Source: an optimization exercise on an open RTL-to-GDS flow (aim: a short achievable clock period and few clock cycles). Production flows keep margins and buffers that such runs may drop.
The RTL was checked by simulation tests, not by an equivalence proof against the original design.

==> v12 <==
## fonzie_core
module fonzie_core (
    input  wire        clk,
    input  wire        rst,           
    input  wire        step_req,      
    output wire        ready,         
    output reg         done,          
    output reg  [1:0]  status,        
    input  wire        reg_we,
    input  wire [3:0]  reg_id,
    input  wire [31:0] reg_wdata,
    output wire [31:0] r_a0,
    output wire [31:0] r_a1,
    output wire [31:0] r_a2,
    output wire [31:0] r_a3,
    output wire [31:0] r_r,
    output wire [31:0] r_ip,
    output wire [31:0] r_sp,
    output wire [31:0] r_fl,
    output wire [31:0] r_ex,
    output wire        mem_re,
    output wire        mem_we,
    output reg  [11:0] mem_addr,
    output wire [31:0] mem_wdata,
    input  wire [31:0] mem_rdata
);
    localparam [31:0] CODE_BASE = 32'd512;
    localparam [5:0] EX_INVALID_ADDRESS  = 6'h01,
                     EX_INVALID_REGISTER = 6'h02,
                     EX_STACK_OVERFLOW   = 6'h04,
                     EX_CARRY            = 6'h08,
                     EX_DIVISION_BY_ZERO = 6'h10,
                     EX_INVALID_OPCODE   = 6'h20;
    localparam [1:0] ST_OK = 2'd0, ST_EXCEPTION = 2'd1, ST_STOPPED = 2'd2;
    localparam [2:0] S_IDLE = 3'd0, S_DEC = 3'd1, S_W1 = 3'd2, S_DAT = 3'd3,
                     S_MUL = 3'd4, S_DIV0 = 3'd5, S_DIV = 3'd6, S_FIX = 3'd7;
    reg [31:0] regs [0:8];
    reg [11:0] stack [0:63];      
    reg [2:0]  state;
    reg [11:0] pf_addr;           
    reg        pf_ok;             
    reg        tv;                
    reg [15:0] tl;
    reg [31:0] ibuf;              
    reg [31:0] opa;               
  ...
Settings: LEC_CHECK=0, CAP_MARGIN=20, CORE_MARGIN=2, CORE_UTILIZATION=40, SETUP_SLACK_MARGIN=2.0, SLEW_MARGIN=20; clock period 8.0 ns.
standard.sh (not shown) runs the stock make flow with config.mk's settings and CLKGATE_MAP_FILE= SYNTH_SCRIPT=/design/flow/synth_recipe.tcl, a recipe that flattens the netlist after the stock synthesis.
==> flow/flow/run.sh <==
#!/bin/bash
# The standard layout, with buf_4 as the port buffers (every port still gets
# one) and sizing not held to each cell's footprint.
set -euo pipefail
bash standard.sh "BUFFER_PORTS_ARGS=-buffer_cell sky130_fd_sc_hd__buf_4" MATCH_CELL_FOOTPRINT=0 finish > standard.log 2>&1
==> inputs of v26, as changes to v12 <==
--- a/flow/design.v
+++ b/flow/design.v
@@ -43,10 +43,11 @@
     reg [31:0] ibuf;              
     reg [31:0] opa;               
     reg [3:0]  opa_idx;           
     reg [7:0]  xop;               
     reg [11:0] pnext;             
+    reg [11:0] pnext2;            
     reg [15:0] tsave;             
     reg        tsv;
     reg [31:0] sh_val;
     reg [3:0]  sh_idx;
     reg [11:0] sh_p;
@@ -148,22 +149,23 @@
     wire [7:0] B5 = in_w1 ? rd1 : rd3;
     wire       full = in_w1 || tv;
     wire [31:0] f1_4 = {B1, B2, B3, B4};      
     wire [31:0] f2_5 = {B2, B3, B4, B5};      
     wire [2:0] len = op_len(B0);
-    wire [11:0] p_2 = p12 + 12'd2;
-    wire [11:0] p_4 = p12 + 12'd4;
-    wire [11:0] p_5 = p12 + 12'd5;
-    wire [11:0] p_8 = p12 + 12'd8;
+    reg  [11:0] pk1, pk2, pk3, pk4, pk5, pk6, pk8;
+    wire [11:0] p_2 = pk2;
+    wire [11:0] p_4 = pk4;
+    wire [11:0] p_5 = pk5;
+    wire [11:0] p_8 = pk8;
     reg  [11:0] pn;                           
     always @(*) begin
         case (len)
-            3'd1:    pn = p12 + 12'd1;
-            3'd2:    pn = p_2;
-            3'd3:    pn = p12 + 12'd3;
-            3'd5:    pn = p_5;
-            default: pn = p12 + 12'd6;
+            3'd1:    pn = pk1;
+            3'd2:    pn = pk2;
+            3'd3:    pn = pk3;
+            3'd5:    pn = pk5;
+            default: pn = pk6;
         endcase
     end
     reg nofit;
     always @(*) begin
         case (len)
@@ -341,11 +343,11 @@
                 c_tl   = nt;
                 c_addr = seq_addr;
             end
         end
     endtask
-    wire [11:0] md_addr = tsv ? (pnext + 12'd2) : pnext;
+    wire [11:0] md_addr = tsv ? pnext2 : pnext;
     always @(*) begin
         nx_state = state;
         c_fin    = 1'b0;
         c_stop   = 1'b0;
         c_gate   = 1'b0;
@@ -527,10 +529,14 @@
     wire [11:0] e1_addr = (B0 == 8'h1D) ? pop_val :
                           (o_jmp && !taken) ? pn :
                           ((o_jmp || o_mr || o_ri || o_rm) && !full) ? p_4 :
                           (o_jmp || o_mr) ? f1_4[11:0] :
                           o_rm ? f2_5[11:0] : seq_addr;
+    wire [11:0] ip_nx = (state == S_FIX) ? sh_p :
+                        c_fin ? c_ipv[11:0] :
+                        (state == S_IDLE && !step_req && reg_we && reg_id == 4'd5) ?
+                            reg_wdata[11:0] : p12;
     reg [11:0] r_addr;
     always @(*) begin
         case (state)
             S_IDLE, S_DEC, S_W1: begin
                 if (state == S_IDLE && !step_req)
@@ -571,10 +577,18 @@
             ibuf    <= 32'd0;
             opa     <= 32'd0;
             opa_idx <= 4'd0;
             xop     <= 8'd0;
             pnext   <= 12'd0;
+            pnext2  <= 12'd0;
+            pk1     <= CODE_BASE[11:0] + 12'd1;
+            pk2     <= CODE_BASE[11:0] + 12'd2;
+            pk3     <= CODE_BASE[11:0] + 12'd3;
+            pk4     <= CODE_BASE[11:0] + 12'd4;
+            pk5     <= CODE_BASE[11:0] + 12'd5;
+            pk6     <= CODE_BASE[11:0] + 12'd6;
+            pk8     <= CODE_BASE[11:0] + 12'd8;
             tsave   <= 16'd0;
             tsv     <= 1'b0;
             sh_val  <= 32'd0;
             sh_idx  <= 4'd0;
             sh_p    <= 12'd0;
@@ -597,10 +611,17 @@
             w1q     <= !kill && (nx_state == S_W1);
             done    <= ((c_exm != 6'd0) || c_fin || c_stop || c_gate) && !kill;
             status  <= ((c_exm != 6'd0) || c_gate) ? ST_EXCEPTION :
                        c_stop ? ST_STOPPED : ST_OK;
             pf_addr <= r_addr;
+            pk1     <= ip_nx + 12'd1;
+            pk2     <= ip_nx + 12'd2;
+            pk3     <= ip_nx + 12'd3;
+            pk4     <= ip_nx + 12'd4;
+            pk5     <= ip_nx + 12'd5;
+            pk6     <= ip_nx + 12'd6;
+            pk8     <= ip_nx + 12'd8;
             pf_ok   <= !c_store;
             tv      <= c_tv && (nx_state == S_IDLE);
             tl      <= c_tl;
             if (state == S_IDLE && !step_req && reg_we && reg_id <= 4'd8)
                 regs[reg_id] <= reg_wdata;
@@ -626,11 +647,12 @@
             end
             if (c_ld0)
                 ibuf <= mem_rdata;
             if (c_lddat || c_ldmul || c_lddiv) begin
                 if (state != S_DAT) begin
-                    pnext <= pn;
+                    pnext  <= pn;
+                    pnext2 <= pn + 12'd2;
                     tsv   <= nt_ok;
                     tsave <= nt;
                 end
             end
             if (c_lddat) begin
==> flow/run.sh (new file) <==
#!/bin/bash
# synth_recipe.tcl (not shown) runs the flow's synth.tcl, then flattens the netlist and writes it again
# the make line also repeats each setting of config.mk as NAME=value (left out here)
make -C /OpenROAD-flow-scripts/flow DESIGN_CONFIG=/design/flow/config.mk WORK_HOME=/design/flow/orfs CLKGATE_MAP_FILE= SYNTH_SCRIPT=/design/flow/synth_recipe.tcl finish
removed: flow/flow/run.sh
removed: flow/standard.sh
==> notes <==
Against v12, the die area of v26 is larger by about 1.6%.
In v12 the design area is smaller than in v26, by 0.31%.
Between v26 and v12, the lower count of clock-buffer cells in the layout is in v12 (gap 23).
Of v12 and v26, v26 has the higher final cell count (gap 1.4%, measured against v26).
Testbench counts of v12, summed over its fixed seeds: cycles 21,086.
Testbench counts of v26, summed over its fixed seeds: cycles 21,086.

==> port drivers added, routing unchanged <==
How much do the figures lean on ideal ports? The routed layouts below were timed once more, with nothing changed but the port constraints. Step 1 assumes that a clkbuf_16 drives the clock port and a buf_2 every other input. Step 2, shift: input delay + t, output delay - t, t = (earliest + latest rising clock arrival at the registers) / 2. This alone moves slack from input paths to output paths. a / b / c = no drivers / after step 1 / after step 2; a / b = the first two.
run | t, ns | setup WS [ns] | worst register clock-pin slew, ns
v12 | 1.006 | 0.714 / 0.544 / 0.060 | 0.07 / 0.07
v26 | 0.998 | 0.442 / 0.442 / -0.231 | 0.09 / 0.09
Met with ideal ports but missed after step 2: setup timing in v26. For v26, which loses most, drivers alone change the setup slack by 0.000 ns; drivers and shift together by -0.673 ns.
